Source: an optimization exercise on an open RTL-to-GDS flow (aim: small area). Production flows keep margins and buffers that such runs may drop.
Function was checked by simulation only, so behaviour that the tests miss may differ from the original.
The flow treats the clock pin as an ideal source, which a real chip does not have.
No activity file was given, so power comes from the tool's default toggle rates.

## ea_engine
module ea_engine (
    input  wire        clk,
    input  wire        rst,
    input  wire        req,
    input  wire        we,
    input  wire [1:0]  space,
    input  wire [7:0]  addr,
    input  wire [31:0] wdata,
    output reg  [31:0] rdata,
    output wire        busy
);
    localparam S_IDLE  = 3'd0;
    localparam S_ENC   = 3'd1;
    localparam S_DEC   = 3'd2;
    localparam S_UNPK  = 3'd3;
    localparam S_CSADD = 3'd4;
    localparam S_SLD   = 3'd5;
    localparam S_SMUL  = 3'd6;
    localparam S_SDIV  = 3'd7;
    reg [7:0]  cmd;
    reg [3:0]  err;
    reg        sticky;
    reg        rx_valid;
    reg        rx_ack;
    reg        cal_lock;
    reg [7:0]  fault_code;    
    reg [15:0] csacc;
    reg [7:0]  cs_in;
    reg [7:0]  tx_node;
    reg [7:0]  tx_obj;
    reg [4:0]  pay_len;
    reg [4:0]  tx_len;
    reg [12:0] tx_cs;         
    reg [7:0]  rx_len;
    reg [4:0]  rx_plen;       
    reg [12:0] rx_cscalc;     
    reg [15:0] rx_csrecv;
    reg [7:0]  fld_off;
    reg [15:0] raw16;
    reg [31:0] fld_w32;       
    reg        w32_set;
    reg [31:0] phys;
    reg [31:0] cal_v;
    reg [31:0] cal_i;
    reg [7:0]  pay [0:15];
    reg [4:0]  tx0;           
    reg [7:0]  tx  [1:20];
    reg [7:0]  rx  [0:20];
    reg [2:0]  st;
    reg [5:0]  idx;
    reg [48:0] sc_a;
    assign busy = (st != S_IDLE);
    wire st_enc  = (st == S_ENC);
    wire st_dec  = (st == S_DEC);
    wire st_unpk = (st == S_UNPK);
    wire st_csad = (st == S_CSADD);
    wire st_sld  = (st == S_SLD);
    wire st_smul = (st == S_SMUL);
    wire st_sdiv = (st == S_SDIV);
  ...
Size in the first run: about 3000 cells after synthesis, ~800 flip-flops, ~79 I/O pins, about 38000 um^2 of cells after synthesis.
export LEC_CHECK = 0
export CAP_MARGIN = 15
export CORE_MARGIN = 2
export CORE_UTILIZATION = 60
export CTS_BUF_LIST = sky130_fd_sc_hd__clkbuf_16
export CTS_CLUSTER_DIAMETER = 80
export CTS_CLUSTER_SIZE = 20
export GPL_TIMING_DRIVEN = 0
export SETUP_SLACK_MARGIN = 0.2
export SLEW_MARGIN = 15
export SYNTH_HIERARCHICAL = 1
export SYNTH_MINIMUM_KEEP_SIZE = 0
create_clock -name core_clock -period 12.0 [get_ports {clk}]
standard.sh (not shown) runs the stock make flow with config.mk's settings and CLKGATE_MAP_FILE= SYNTH_SCRIPT=/design/flow/synth_recipe.tcl, a recipe that flattens the netlist after the stock synthesis.
==> flow/flow/run.sh <==
#!/bin/bash
# The standard layout (standard.sh: the standard synthesis and ORFS
# flow) with four ORFS options set through the environment:
#  - the buffers ABC inserted are removed at floorplan (REMOVE_ABC_BUFFERS),
#  - ports buffered with the smallest buffer cell,
#  - CTS without dummy balancing loads,
#  - after CTS, flow/post_cts.tcl (POST_CTS_TCL hook): power recovery
#    (downsizing off the critical paths), then slew/cap repair again.
# The whole output goes to standard.log in this folder.
set -uo pipefail
export BUFFER_PORTS_ARGS="-buffer_cell sky130_fd_sc_hd__buf_1"
export CTS_ARGS="-sink_clustering_enable -repair_clock_nets -sink_clustering_size 20 -sink_clustering_max_diameter 80 -buf_list sky130_fd_sc_hd__clkbuf_16 -dont_use_dummy_load"
export REMOVE_ABC_BUFFERS=1
export POST_CTS_TCL="$PWD/flow/post_cts.tcl"
bash standard.sh > standard.log 2>&1
==> flow/flow/post_cts.tcl <==
# Sourced at the end of ORFS's CTS step (POST_CTS_TCL): downsize gates off
# the critical paths (repair_timing's power recovery), then repair slew and
# capacitance again and legalize the placement.
log_cmd repair_timing -recover_power 100 -setup_margin 0.2 -verbose
log_cmd estimate_parasitics -placement
log_cmd repair_design -slew_margin 15 -cap_margin 15 -verbose
log_cmd detailed_placement
check_placement -verbose
log_cmd estimate_parasitics -placement
report_design_area
Next try:
==> flow/flow/run.sh (replaced) <==
#!/bin/bash
# The standard layout (standard.sh: the standard synthesis and ORFS
# flow) with three ORFS options set through the environment:
#  - the buffers ABC inserted are removed at floorplan (REMOVE_ABC_BUFFERS),
#  - ports buffered with the smallest buffer cell,
#  - CTS without dummy balancing loads.
# The whole output goes to standard.log in this folder.
set -uo pipefail
export BUFFER_PORTS_ARGS="-buffer_cell sky130_fd_sc_hd__buf_1"
export CTS_ARGS="-sink_clustering_enable -repair_clock_nets -sink_clustering_size 24 -sink_clustering_max_diameter 80 -buf_list sky130_fd_sc_hd__clkbuf_16 -dont_use_dummy_load"
export REMOVE_ABC_BUFFERS=1
bash standard.sh > standard.log 2>&1
Settings changed: CORE_UTILIZATION 60 to 70, CTS_CLUSTER_SIZE 20 to 24.
removed: flow/flow/post_cts.tcl
After rerunning: Worst setup slack gets better by 24 ps. Via count rises by 2.9%. Synthesized cell count does not change.
Next try:
==> flow/run.sh (new file) <==
#!/bin/bash
# synth_recipe.tcl (not shown) runs the flow's synth.tcl, then flattens the netlist and writes it again
# the make line also repeats each setting of config.mk as NAME=value (left out here)
make -C /OpenROAD-flow-scripts/flow DESIGN_CONFIG=/design/flow/config.mk WORK_HOME=/design/flow/orfs CLKGATE_MAP_FILE= SYNTH_SCRIPT=/design/flow/synth_recipe.tcl finish
Settings changed: CORE_UTILIZATION 70 to 60, CTS_CLUSTER_SIZE 24 to 20.
removed: flow/flow/run.sh
removed: flow/standard.sh
Synthesized area is unchanged.
Count of clock-buffer cells in the layout rises by 8.
Core utilization falls by 7.9 points.
Sequential cell count stays the same.
Clock skew falls by 44 ps.
Worst setup slack degrades by 790 ps.
Register-to-register slack degrades by 830 ps.
Design area rises by 3.5%.
Combinational power rises by about 4%.
Next try:
==> flow/flow/run.sh (new file) <==
#!/bin/bash
# The standard layout (standard.sh: the standard synthesis and ORFS
# flow) with four ORFS options set through the environment:
#  - the buffers ABC inserted are removed at floorplan (REMOVE_ABC_BUFFERS),
#  - ports buffered with the smallest buffer cell,
#  - CTS without dummy balancing loads,
#  - after CTS, flow/post_cts.tcl (POST_CTS_TCL hook): power recovery
#    (downsizing off the critical paths), then slew/cap repair again.
# The whole output goes to standard.log in this folder.
set -uo pipefail
export BUFFER_PORTS_ARGS="-buffer_cell sky130_fd_sc_hd__buf_1"
export CTS_ARGS="-sink_clustering_enable -repair_clock_nets -sink_clustering_size 22 -sink_clustering_max_diameter 80 -buf_list sky130_fd_sc_hd__clkbuf_16 -dont_use_dummy_load"
export REMOVE_ABC_BUFFERS=1
export POST_CTS_TCL="$PWD/flow/post_cts.tcl"
bash standard.sh > standard.log 2>&1
==> flow/flow/post_cts.tcl (new file) <==
# Sourced at the end of ORFS's CTS step (POST_CTS_TCL): downsize gates off
# the critical paths (repair_timing's power recovery), then repair slew and
# capacitance again and legalize the placement.
log_cmd repair_timing -recover_power 100 -setup_margin 0.2 -verbose
log_cmd estimate_parasitics -placement
log_cmd repair_design -slew_margin 15 -cap_margin 15 -verbose
log_cmd detailed_placement
check_placement -verbose
log_cmd estimate_parasitics -placement
report_design_area
==> flow/standard.sh (new file) <==
#!/bin/bash
# synth_recipe.tcl (not shown) runs the flow's synth.tcl, then flattens the netlist and writes it again
# the make line also repeats each setting of config.mk as NAME=value (left out here)
make -C /OpenROAD-flow-scripts/flow DESIGN_CONFIG=/design/flow/config.mk WORK_HOME=/design/flow/orfs CLKGATE_MAP_FILE= SYNTH_SCRIPT=/design/flow/synth_recipe.tcl "${@:-finish}"
Settings changed: CORE_UTILIZATION 60 to 70, CTS_CLUSTER_SIZE 20 to 22.
removed: flow/run.sh
What happened: Register-to-register slack is better by 540 ps; non-clock buffer count goes down by 144; maximum frequency goes up by 5.0%; setup slack is better by 550 ps; final area goes down by 3.4%; first-iteration DRC count goes up by 5.3%; sequential power is about the same; via count goes down by 0.36%; wire length goes down by 6.8%; critical path depth is unchanged; total power goes down by 3.9%.
Next try:
--- a/flow/flow/post_cts.tcl
+++ b/flow/flow/post_cts.tcl
@@ -6 +6 @@
-log_cmd repair_design -slew_margin 15 -cap_margin 15 -verbose
+log_cmd repair_design -slew_margin 12 -cap_margin 12 -verbose
Settings changed: CAP_MARGIN 15 to 12, SLEW_MARGIN 15 to 12.
What happened:
- design area hardly moves
- total power hardly moves
- via count shrinks slightly
- routed wire length shrinks slightly
- register-to-register slack improved by 60 ps
- synthesized area stays the same
- core utilization is about the same

## static timing again, ports no longer ideal
The results above use ideal ports. As a check the final layouts listed here were re-extracted and re-timed, cells and wires unchanged. Step 1 assumes that a clkbuf_16 drives the clock port and a buf_2 every other input. Step 2, shift: input delay + t, output delay - t, t = (earliest + latest rising clock arrival at the registers) / 2. This alone moves slack from input paths to output paths. a / b / c = ideal / step 1 / step 2; a / b = the first two.
run	shift t [ns]	slack for setup (ns)	hold WS [ns]	worst setup path after step 2	clock arrival spread, ns
the first run	0.671	1.117 / 1.117 / 0.597	0.457 / 0.457 / 0.457	input to register	0.097 / 0.096
the second run	0.651	1.141 / 1.173 / 0.522	0.462 / 0.462 / 0.462	input to register	0.071 / 0.070
the third run	0.701	0.351 / 0.362 / -0.310	0.461 / 0.461 / 0.461	input to register	0.026 / 0.026
the fourth run	0.661	0.900 / 0.900 / 0.384	0.458 / 0.458 / 0.458	input to register	0.078 / 0.078
the fifth run	0.657	0.964 / 0.964 / 0.483	0.454 / 0.454 / 0.454	input to register	0.075 / 0.075
With both steps, setup timing fails in the third run, where it was met with ideal ports. For the third run, which loses most, drivers alone change the setup slack by +0.011 ns; drivers and shift together by -0.661 ns.
